Context: an optimization exercise on an open-source flow, tuned for small area, a short achievable clock period and few clock cycles per item. The choices shown serve that exercise and are no tape-out recipe.
The RTL was checked by simulation tests, not by an equivalence proof against the original design.

==> build 56 <==
Design tslfs_convert, start of the top module:
module tslfs_convert (
    input  wire          clk,
    input  wire          rst,           
    input  wire          in_valid,
    output wire          in_ready,
    input  wire [511:0]  in_record,     
    output reg           out_valid,     
    output wire [1535:0] out_phys       
);
    assign in_ready = 1'b1;
    reg v1, v2;
    always @(posedge clk) begin
        v1        <= in_valid & ~rst;
        v2        <= v1 & ~rst;
        out_valid <= v2 & ~rst;
    end
    wire [511:0] r = in_record;
    tc_div155 #(.E0(-1)) u0 (.clk(clk), .x(r[8*2 +: 16]), .f(out_phys[64*0 +: 64]));
    tc_div155 #(.E0(0))  u1 (.clk(clk), .x(r[8*4 +: 16]), .f(out_phys[64*1 +: 64]));
    tc_div155 #(.E0(-1)) u2 (.clk(clk), .x(r[8*6 +: 16]), .f(out_phys[64*2 +: 64]));
    tc_div155 #(.E0(-1)) u3 (.clk(clk), .x(r[8*8 +: 16]), .f(out_phys[64*3 +: 64]));
    tc_div31 u4 (.clk(clk), .x(r[8*10 +: 16]), .sgn(1'b0), .f(out_phys[64*4 +: 64]));
    wire [15:0] at     = r[8*12 +: 16];
    wire        at_neg = at < 16'd155;
    wire [15:0] at_mag = at_neg ? {8'd0, 8'd155 - at[7:0]} : at - 16'd155;
  ...
export LEC_CHECK = 0
export CAP_MARGIN = 20
export CORE_AREA = 10 10 590 590
export DIE_AREA = 0 0 600 600
export SLEW_MARGIN = 20
create_clock -name core_clock -period 12.0 [get_ports {clk}]
standard.sh (not shown) runs the stock make flow with config.mk's settings and CLKGATE_MAP_FILE= SYNTH_SCRIPT=/design/flow/synth_recipe.tcl, a recipe that flattens the netlist after the stock synthesis.
==> flow/flow/run.sh <==
#!/bin/bash
# The standard layout (the standard.sh: ORFS from the standard synthesis to
# the final layout), except that the ports are buffered with the small
# sky130_fd_sc_hd__buf_1 instead of the resizer's default buffer.
set -e
export BUFFER_PORTS_ARGS="-buffer_cell sky130_fd_sc_hd__buf_1"
bash standard.sh > standard.log 2>&1
==> inputs of trial 22, as changes to build 56 <==
--- a/flow/design.v
+++ b/flow/design.v
@@ -464,172 +464,218 @@
         q3 <= {w2[2:0], w2, w2} - xq2; w3 <= w2; wr3 <= wr2;
         lz3 <= lz2; hi3 <= hi2; nz3 <= nz2; sg3 <= sg2;
     end
     wire [10:0] ex = 11'd1036 + {10'd0, hi3} - {7'd0, lz3};
     assign f = {sg3, ex & {11{nz3}}, q3, w3, w3, w3, w3, w3, w3, w3, wr3};
 endmodule
 module tc_q125 (
-    input  wire [9:0]  s,
+    input  wire [8:0]  s,
+    input  wire        hi,
     input  wire [2:0]  c,        
     input  wire [16:0] qp,
     output wire [51:0] fr
 );
-    function [42:0] t_f0(input [2:0] v);
-        reg [343:0] t;
+    function [42:0] t_f0(input [3:0] v);
+        reg [687:0] t;
         begin
             t = {
                 43'h72b020c51c,
                 43'h624dd2f22a,
                 43'h51eb851f38,
                 43'h4189374c47,
                 43'h3126e97955,
                 43'h20c49ba663,
                 43'h10624dd372,
+                43'h80,
+                43'he5604189b7,
+                43'hc49ba5e3d4,
+                43'ha3d70a3df1,
+                43'h83126e980d,
+                43'h624dd2f22a,
+                43'h4189374c47,
+                43'h20c49ba663,
                 43'h80};
             t_f0 = t[43*v +: 43];
         end
     endfunction
-    function [42:0] t_f1(input [2:0] v);
-        reg [343:0] t;
+    function [42:0] t_f1(input [3:0] v);
+        reg [687:0] t;
         begin
             t = {
                 43'h395810624dd,
                 43'h3126e978d50,
                 43'h28f5c28f5c3,
                 43'h20c49ba5e35,
                 43'h189374bc6a8,
                 43'h10624dd2f1b,
                 43'h83126e978d,
+                43'h0,
+                43'h72b020c49ba,
+                43'h624dd2f1aa0,
+                43'h51eb851eb85,
+                43'h4189374bc6a,
+                43'h3126e978d50,
+                43'h20c49ba5e35,
+                43'h10624dd2f1b,
                 43'h0};
             t_f1 = t[43*v +: 43];
         end
     endfunction
     function [42:0] t_f2(input [3:0] v);
         reg [687:0] t;
         begin
             t = {
-                43'h570a3d70a3d,
-                43'h15810624dd3,
-                43'h53f7ced9168,
-                43'h126e978d4fe,
-                43'h50e56041893,
-                43'hf5c28f5c29,
-                43'h4dd2f1a9fbe,
-                43'hc49ba5e354,
                 43'h4ac083126e9,
                 43'h9374bc6a7f,
                 43'h47ae147ae14,
                 43'h624dd2f1aa,
                 43'h449ba5e353f,
                 43'h3126e978d5,
                 43'h4189374bc6a,
+                43'h0,
+                43'h15810624dd3,
+                43'h126e978d4fe,
+                43'hf5c28f5c29,
+                43'hc49ba5e354,
+                43'h9374bc6a7f,
+                43'h624dd2f1aa,
+                43'h3126e978d5,
                 43'h0};
             t_f2 = t[43*v +: 43];
         end
     endfunction
-    function [16:0] t_q0(input [2:0] v);
-        reg [135:0] t;
+    function [16:0] t_q0(input [3:0] v);
+        reg [271:0] t;
         begin
             t = {
                 17'h1b22d,
                 17'h12b02,
                 17'ha3d7,
                 17'h1cac,
                 17'h19581,
                 17'h10e56,
                 17'h872b,
+                17'h0,
+                17'h1645a,
+                17'h5604,
+                17'h147ae,
+                17'h3958,
+                17'h12b02,
+                17'h1cac,
+                17'h10e56,
                 17'h0};
             t_q0 = t[17*v +: 17];
         end
     endfunction
-    function [16:0] t_q1(input [2:0] v);
-        reg [135:0] t;
+    function [16:0] t_q1(input [3:0] v);
+        reg [271:0] t;
         begin
             t = {
                 17'h19168,
                 17'h15810,
                 17'h11eb8,
                 17'he560,
                 17'hac08,
                 17'h72b0,
                 17'h3958,
+                17'h0,
+                17'h122d0,
+                17'hb020,
+                17'h3d70,
+                17'h1cac0,
+                17'h15810,
+                17'he560,
+                17'h72b0,
                 17'h0};
             t_q1 = t[17*v +: 17];
         end
     endfunction
     function [16:0] t_q2(input [3:0] v);
         reg [271:0] t;
         begin
             t = {
-                17'he140,
-                17'h11680,
-                17'h14bc0,
-                17'h18100,
-                17'h1b640,
-                17'h1eb80,
-                17'h20c0,
-                17'h5600,
                 17'h8b40,
                 17'hc080,
                 17'hf5c0,
                 17'h12b00,
                 17'h16040,
                 17'h19580,
                 17'h1cac0,
+                17'h0,
+                17'h11680,
+                17'h18100,
+                17'h1eb80,
+                17'h5600,
+                17'hc080,
+                17'h12b00,
+                17'h19580,
                 17'h0};
             t_q2 = t[17*v +: 17];
         end
     endfunction
-    wire [42:0] f0 = t_f0(s[2:0]);
-    wire [42:0] f1 = t_f1(s[5:3]);
-    wire [42:0] f2 = t_f2(s[9:6]);
+    wire [42:0] f0 = t_f0({hi, s[2:0]});
+    wire [42:0] f1 = t_f1({hi, s[5:3]});
+    wire [42:0] f2 = t_f2({hi, s[8:6]});
     wire [42:0] fa = f0 ^ f1 ^ f2;
     wire [42:0] fb = {(f0[41:0] & f1[41:0]) | (f0[41:0] & f2[41:0]) | (f1[41:0] & f2[41:0]), 1'b0};
     wire [42:0] fs;
     tc_add #(.N(43)) u_f (.a(fa), .b(fb), .s(fs));
-    wire [16:0] q = qp + t_q0(s[2:0]) + t_q1(s[5:3]) + t_q2(s[9:6]) + {14'd0, c};
+    wire [16:0] q = qp + t_q0({hi, s[2:0]}) + t_q1({hi, s[5:3]}) + t_q2({hi, s[8:6]}) + {14'd0, c};
     assign fr = {q, fs[42:8]};
 endmodule
+module tc_c125 (
+    input  wire [8:0] s,
+    input  wire       hi,
+    output wire [2:0] c
+);
+    wire a63 = s >= 9'd63, a125 = s >= 9'd125, a188 = s >= 9'd188, a250 = s >= 9'd250;
+    assign c = hi ? {1'b0, a250, a125 & ~a250}
+                  : {a250, a125 & ~a250, (a63 & ~a125) | (a188 & ~a250)};
+endmodule
 module tc_mag (
     input  wire        clk,
     input  wire [15:0] x,
     output wire [63:0] f
 );
     wire [15:0] m;
     tc_abs16 u_a (.x(x), .m(m));
     wire [15:0] xn;
     wire [3:0]  lz;
     tc_norm16 u_n (.x(m), .xn(xn), .lz(lz));
-    wire        hi = xn >= 16'd55919;
-    reg  [16:0] xd1;
+    reg  [15:0] xn1;
     reg  [3:0]  lz1;
-    reg         hi1, nz1, sg1;
+    reg         sg1;
     always @(posedge clk) begin
-        xd1 <= hi ? {1'b0, xn} : {xn, 1'b0};
-        lz1 <= lz; hi1 <= hi; nz1 <= xn[15]; sg1 <= x[15];
+        xn1 <= xn; lz1 <= lz; sg1 <= x[15];
     end
-    wire [6:0]  e0 = xd1[6:0];
-    wire [6:0]  e1 = xd1[13:7];
-    wire [2:0]  e2 = xd1[16:14];
+    wire        hi = xn1 >= 16'd55919;
+    wire [6:0]  e0 = xn1[6:0];
+    wire [6:0]  e1 = xn1[13:7];
+    wire [1:0]  e2 = xn1[15:14];
     wire [12:0] sy = {1'b0, e0, 5'd0} + {3'd0, e0, 3'd0} + {4'd0, e0, 2'd0} - {6'd0, e0}
-                   + {4'd0, e1, 2'd0} + {7'd0, e2, 3'd0} + {8'd0, e2, 2'd0};
-    wire [8:0]  s  = {2'd0, sy[6:0]} + {3'd0, sy[12:7]} + {2'd0, sy[12:7], 1'b0};
-    wire [1:0]  c  = {1'b0, s >= 9'd125} + {1'b0, s >= 9'd250};
-    wire [16:0] qp = xd1 + {xd1[13:0], 3'd0} - {xd1[10:0], 6'd0} - {xd1[6:0], 10'd0}
-                   + {xd1[4:0], 12'd0} + {xd1[2:0], 14'd0} + {xd1[0], 16'd0};
+                   + {4'd0, e1, 2'd0} + {8'd0, e2, 3'd0} + {9'd0, e2, 2'd0};
+    wire [8:0]  sr = {2'd0, sy[6:0]} + {3'd0, sy[12:7]} + {2'd0, sy[12:7], 1'b0};
+    wire [2:0]  c;
+    tc_c125 u_c (.s(sr), .hi(hi), .c(c));
+    wire [16:0] xq = {1'b0, xn1};
+    wire [16:0] qm = xq + {xq[13:0], 3'd0} - {xq[10:0], 6'd0} - {xq[6:0], 10'd0}
+                   + {xq[4:0], 12'd0} + {xq[2:0], 14'd0} + {xq[0], 16'd0};
     reg  [8:0]  s2;
-    reg  [1:0]  c2;
+    reg  [2:0]  c2;
     reg  [16:0] qp2;
     reg  [3:0]  lz2;
     reg         hi2, nz2, sg2;
     always @(posedge clk) begin
-        s2 <= s; c2 <= c; qp2 <= qp; lz2 <= lz1; hi2 <= hi1; nz2 <= nz1; sg2 <= sg1;
+        s2  <= sr;
+        c2  <= c;
+        qp2 <= hi ? qm : {qm[15:0], 1'b0};
+        lz2 <= lz1; hi2 <= hi; nz2 <= xn1[15]; sg2 <= sg1;
     end
     wire [51:0] fr;
-    tc_q125 u_q (.s({1'b0, s2}), .c({1'b0, c2}), .qp(qp2), .fr(fr));
+    tc_q125 u_q (.s(s2), .hi(hi2), .c(c2), .qp(qp2), .fr(fr));
     reg  [51:0] fr3;
     reg  [3:0]  lz3;
     reg         hi3, nz3, sg3;
     always @(posedge clk) begin
         fr3 <= fr; lz3 <= lz2; hi3 <= hi2; nz3 <= nz2; sg3 <= sg2;
     end
     wire [10:0] ex = 11'd1035 + {10'd0, hi3} - {7'd0, lz3};
@@ -668,32 +714,35 @@
             3'd4: d3w = 8'd108; 3'd5: d3w = 8'd135; 3'd6: d3w = 8'd162;
             3'd7: d3w = 8'd189; default: d3w = 8'd0;
         endcase
     end
     wire [11:0] sy = {5'd0, m1[6:0]} + {5'd0, m1[13:7]} + {4'd0, m1[13:7], 1'b0}
                    + {5'd0, m1[20:14]} + {2'd0, m1[20:14], 3'd0} + {4'd0, d3w};
     wire [7:0]  sr = {1'b0, sy[6:0]} + {3'd0, sy[11:7]} + {2'd0, sy[11:7], 1'b0};
-    wire [8:0]  sd = hi ? {1'b0, sr} : {sr, 1'b0};
+    wire [2:0]  c;
+    tc_c125 u_c (.s({1'b0, sr}), .hi(hi), .c(c));
     wire [16:0] yl = m1[16:0];
     wire [16:0] qm = yl + {yl[14:0], 2'd0} + {yl[12:0], 4'd0} - {yl[10:0], 6'd0}
                    + {yl[8:0], 8'd0} - {yl[5:0], 11'd0} - {yl[1:0], 15'd0};
-    reg  [9:0]  s2;
+    reg  [7:0]  s2;
     reg  [2:0]  c2;
+    reg         hi2;
     reg  [16:0] qp2;
     reg  [10:0] ex2;
     reg         sg2, inf2, nan2, zer2;
     always @(posedge clk) begin
-        s2  <= {1'b0, sd};
-        c2  <= {2'b0, sd >= 9'd125} + {2'b0, sd >= 9'd250};
+        s2  <= sr;
+        c2  <= c;
+        hi2 <= hi;
         qp2 <= hi ? qm : {qm[15:0], 1'b0};
         ex2 <= ex1 + {10'd0, hi};
         sg2 <= s1; inf2 <= inf1; nan2 <= nan1; zer2 <= zer1;
     end
     wire [51:0] fq;
-    tc_q125 u_q (.s(s2), .c(c2), .qp(qp2), .fr(fq));
+    tc_q125 u_q (.s({1'b0, s2}), .hi(hi2), .c(c2), .qp(qp2), .fr(fq));
     reg  [62:0] r3;
     reg         sg3;
     always @(posedge clk) begin
         sg3 <= sg2;
         r3  <= inf2 ? {11'h7FF, nan2, 51'd0} : zer2 ? 63'd0 : {ex2, fq};
     end
     assign f = {sg3, r3};
==> flow/run.sh (new file) <==
#!/bin/bash
# synth_recipe.tcl (not shown) runs the flow's synth.tcl, then flattens the netlist and writes it again
# the make line also repeats each setting of config.mk as NAME=value (left out here)
make -C /OpenROAD-flow-scripts/flow DESIGN_CONFIG=/design/flow/config.mk WORK_HOME=/design/flow/orfs CLKGATE_MAP_FILE= SYNTH_SCRIPT=/design/flow/synth_recipe.tcl finish
--- a/flow/config.mk
+++ b/flow/config.mk
@@ -4,8 +4,9 @@
 export VERILOG_FILES = /design/flow/design.v
 export SDC_FILE = /design/flow/constraint.sdc
 export NUM_CORES = 4
 export LEC_CHECK = 0
 export CAP_MARGIN = 20
 export CORE_AREA = 10 10 590 590
 export DIE_AREA = 0 0 600 600
+export SETUP_SLACK_MARGIN = 5
 export SLEW_MARGIN = 20
removed: flow/flow/run.sh
removed: flow/standard.sh
==> results.txt <==
status: timing/DRC/antenna clean
post-synth top area share: 30.4%
Metal-1 WL: 195000 µm
mux share of post-synthesis cell area: 5.38%
Routed WL: 460000 µm
multi-input combinational area share: 51.8%
Global Route Usage Sum: 24.2%
WP data arrival: 4.44 ns
final-layout clock buffer total: 269
average cell area after synthesis: 8.95 µm²
largest net degree at the start of global routing: 96
CP startpoint kind: register
[end of results for trial 22]
==> results.txt <==
max layer used: met5
synthesis-stage register bit count: 1970
Metal-1 WL: 188000 µm
final-layout clock buffer total: 273
post-synth top area share: 32.0%
WP data arrival: 8.27 ns
status: timing/DRC/antenna clean
CP startpoint kind: primary input
mux share of post-synthesis cell area: 4.62%
Routed WL: 427000 µm
largest net degree at the start of global routing: 50
multi-input combinational area share: 53.3%
Global Route Usage Sum: 22.4%
[end of results for build 56]
Testbench counts of build 56, summed over its fixed seeds: cycles 824, items 800.
Testbench counts of trial 22, summed over its fixed seeds: cycles 824, items 800.

==> afterwards: timing with drivers on the ports <==
The results above use ideal ports. As a check the final layouts listed here were re-extracted and re-timed, cells and wires unchanged.
Step 1, drivers: a clkbuf_16 drives clk and a buf_2 each remaining input, both assumed.
Step 2 times the ports against the registers' clock, not the clock port: input delays grow and output delays shrink by t, the midpoint of the rising clock arrivals with the driver on.
a / b / c = ideal ports / drivers / drivers and shift; a / b = the first two.
run	shift t [ns]	slack for setup (ns)	worst setup path after step 2
build 56	1.026	4.500 / 4.496 / 3.471	input to register
trial 22	1.018	5.165 / 5.052 / 4.447	input to register
After both steps setup and hold are still met in every run listed. The setup slack of build 56, which loses most, moves by -0.004 ns with the drivers and by -1.029 ns with both steps.
